Context: an optimization exercise on an open-source flow, tuned for small area and a short achievable clock period. The choices shown serve that exercise and are no tape-out recipe.

==> inputs of tundra <==
==> flow/design.v (excerpt) <==
module fm_demod (
    input  wire        clk,
    input  wire        rst,         
    input  wire        in_valid,
    input  wire [7:0]  in_i,
    input  wire [7:0]  in_q,
    output wire        out_valid,
    output wire [15:0] out_ph
);
    wire signed [8:0] a_in = $signed({1'b0, in_i}) - 9'sd127;
    wire signed [8:0] b_in = $signed({1'b0, in_q}) - 9'sd127;
    reg  signed [8:0] cur_a, cur_b, prv_a, prv_b;
    wire [4:0] an = {cur_a[8], cur_a[7], cur_a[5], cur_a[3], cur_a[1]};
    wire [4:0] ao = {cur_a[8] ^ cur_a[7], cur_a[6] ^ cur_a[5], cur_a[4] ^ cur_a[3], cur_a[2] ^ cur_a[1], cur_a[0] ^ 1'b0};
    wire [3:0] at = {(cur_a[7] & ~cur_a[6] & ~cur_a[5]) | (~cur_a[7] & cur_a[6] & cur_a[5]), (cur_a[5] & ~cur_a[4] & ~cur_a[3]) | (~cur_a[5] & cur_a[4] & cur_a[3]), (cur_a[3] & ~cur_a[2] & ~cur_a[1]) | (~cur_a[3] & cur_a[2] & cur_a[1]), (cur_a[1] & ~cur_a[0] & ~1'b0) | (~cur_a[1] & cur_a[0] & 1'b0)};
    wire [4:0] bn = {cur_b[8], cur_b[7], cur_b[5], cur_b[3], cur_b[1]};
    wire [4:0] bo = {cur_b[8] ^ cur_b[7], cur_b[6] ^ cur_b[5], cur_b[4] ^ cur_b[3], cur_b[2] ^ cur_b[1], cur_b[0] ^ 1'b0};
    wire [3:0] bt = {(cur_b[7] & ~cur_b[6] & ~cur_b[5]) | (~cur_b[7] & cur_b[6] & cur_b[5]), (cur_b[5] & ~cur_b[4] & ~cur_b[3]) | (~cur_b[5] & cur_b[4] & cur_b[3]), (cur_b[3] & ~cur_b[2] & ~cur_b[1]) | (~cur_b[3] & cur_b[2] & cur_b[1]), (cur_b[1] & ~cur_b[0] & ~1'b0) | (~cur_b[1] & cur_b[0] & 1'b0)};
    reg [4:0] prv_an, prv_ao, prv_bn, prv_bo;
    reg [3:0] prv_at, prv_bt;
    reg               v0;
    always @(posedge clk) begin
        if (rst) begin
            cur_a <= 9'sd0;
            cur_b <= 9'sd0;
            v0    <= 1'b0;
        end else begin
            v0 <= in_valid;
            if (in_valid) begin
                cur_a <= a_in;
                cur_b <= b_in;
                prv_an <= an; prv_ao <= ao; prv_at <= at;
                prv_bn <= bn; prv_bo <= bo; prv_bt <= bt;
            end
        end
    end
    wire pr_t1 = (((prv_ao[0] & cur_a[6]) | (prv_at[0] & cur_a[5])) ^ prv_an[0]) ^ (((prv_ao[1] & cur_a[4]) | (prv_at[1] & cur_a[3])) ^ prv_an[1]);
  ...
Settings: LEC_CHECK=0, ABC_AREA=1, CAP_MARGIN=20, CORE_MARGIN=2, CORE_UTILIZATION=45, SETUP_SLACK_MARGIN=4.3, SLEW_MARGIN=20; clock period 7.0 ns.
standard.sh (not shown) runs the stock make flow with config.mk's settings and CLKGATE_MAP_FILE= SYNTH_SCRIPT=/design/flow/synth_recipe.tcl, a recipe that flattens the netlist after the stock synthesis.
==> flow/flow/run.sh <==
#!/bin/bash
# The standard layout (the standard.sh, unchanged synthesis), except that the
# port buffers are sky130_fd_sc_hd__buf_2 cells instead of the delay buffer
# buffer_ports picks by default.  Each tool's output goes to its own log here.
set -euo pipefail
bash standard.sh synth > synth.log 2>&1
bash standard.sh "BUFFER_PORTS_ARGS=-buffer_cell sky130_fd_sc_hd__buf_2" finish > layout.log 2>&1
cp -r orfs/logs layout_logs 2>/dev/null || true
==> zinc (differences from tundra) <==
==> flow/run.sh (new file) <==
#!/bin/bash
# synth_recipe.tcl (not shown) runs the flow's synth.tcl, then flattens the netlist and writes it again
# the make line also repeats each setting of config.mk as NAME=value (left out here)
make -C /OpenROAD-flow-scripts/flow DESIGN_CONFIG=/design/flow/config.mk WORK_HOME=/design/flow/orfs CLKGATE_MAP_FILE= SYNTH_SCRIPT=/design/flow/synth_recipe.tcl finish
--- a/flow/config.mk
+++ b/flow/config.mk
@@ -7,3 +7,3 @@
 export LEC_CHECK = 0
-export ABC_AREA = 1
+export ABC_AREA = 0
 export CAP_MARGIN = 20
@@ -11,3 +11,3 @@
 export CORE_UTILIZATION = 45
-export SETUP_SLACK_MARGIN = 4.3
+export SETUP_SLACK_MARGIN = 4.0
 export SLEW_MARGIN = 20
removed: flow/flow/run.sh
removed: flow/standard.sh
==> harbor (differences from tundra) <==
==> flow/run.sh (new file) <==
#!/bin/bash
# synth_recipe.tcl (not shown) runs the flow's synth.tcl, then flattens the netlist and writes it again
# the make line also repeats each setting of config.mk as NAME=value (left out here)
make -C /OpenROAD-flow-scripts/flow DESIGN_CONFIG=/design/flow/config.mk WORK_HOME=/design/flow/orfs CLKGATE_MAP_FILE= SYNTH_SCRIPT=/design/flow/synth_recipe.tcl finish
--- a/flow/config.mk
+++ b/flow/config.mk
@@ -11,3 +11,3 @@
 export CORE_UTILIZATION = 45
-export SETUP_SLACK_MARGIN = 4.3
+export SETUP_SLACK_MARGIN = 4.0
 export SLEW_MARGIN = 20
removed: flow/flow/run.sh
removed: flow/standard.sh
==> qor summary <==
item	zinc	harbor	tundra
Outcome	finished clean	finished clean	finished clean
Effective utilization at floorplan	45.2%	45.4%	45.4%
Distinct cells, synth	80	50	50
Top cell type's share of synthesized area	34.8%	31.8%	31.8%
Hold Path End	zp_r12[3]	b0_r5	b0_r4
Met3 WL post-DR	4070 um	6930 um	7310 um
Routed wl met2	51,100 um	55,400 um	56,000 um
Sequential area share after synthesis	36.6%	33.5%	33.5%
Via count of the first global-routing pass	31,300	37,500	37,500
Nonclk inv count	330	838	838
Post-route cell area	51,600 um2	54,500 um2	55,900 um2
Most frequent cell after synthesis	sky130_fd_sc_hd__dfxtp_1	sky130_fd_sc_hd__nand2_1	sky130_fd_sc_hd__nand2_1
Worst setup timing slack at the placement stage	3040 ps	3050 ps	3540 ps
Clk cell area share	6.00%	5.62%	5.67%
No run of this note included a check of the RTL's function; only the layout flow was run.

==> what the ideal ports hide <==
How much do the figures lean on ideal ports? The routed layouts below were timed once more, with nothing changed but the port constraints.
Step 1: set_driving_cell puts a clkbuf_16 on clk and a buf_2 on each other input, an assumption about the parent block.
Step 2 adds t to the input delays and takes it off the output delays; t is the mean of the earliest and latest rising clock arrival at the registers after step 1. Input paths then give back, and output paths get back, about the clock's delay inside the block.
Slacks: no drivers / after step 1 / after step 2; pairs: no drivers / after step 1.
run | shift t [ns] | setup WS [ns] | hold WS [ns] | latest minus earliest clock arrival (ns) | slew at the worst register clock pin (ns)
tundra | 0.725 | 4.127 / 4.127 / 4.071 | 0.309 / 0.309 / 0.309 | 0.038 / 0.038 | 0.07 / 0.07
zinc | 0.724 | 3.679 / 3.679 / 3.679 | 0.323 / 0.323 / 0.323 | 0.055 / 0.055 | 0.07 / 0.07
harbor | 0.726 | 4.053 / 4.032 / 3.662 | 0.318 / 0.318 / 0.318 | 0.035 / 0.035 | 0.06 / 0.06
After both steps every run listed still meets setup and hold. The setup slack of harbor, which loses most, moves by -0.021 ns with the drivers and by -0.391 ns with both steps.
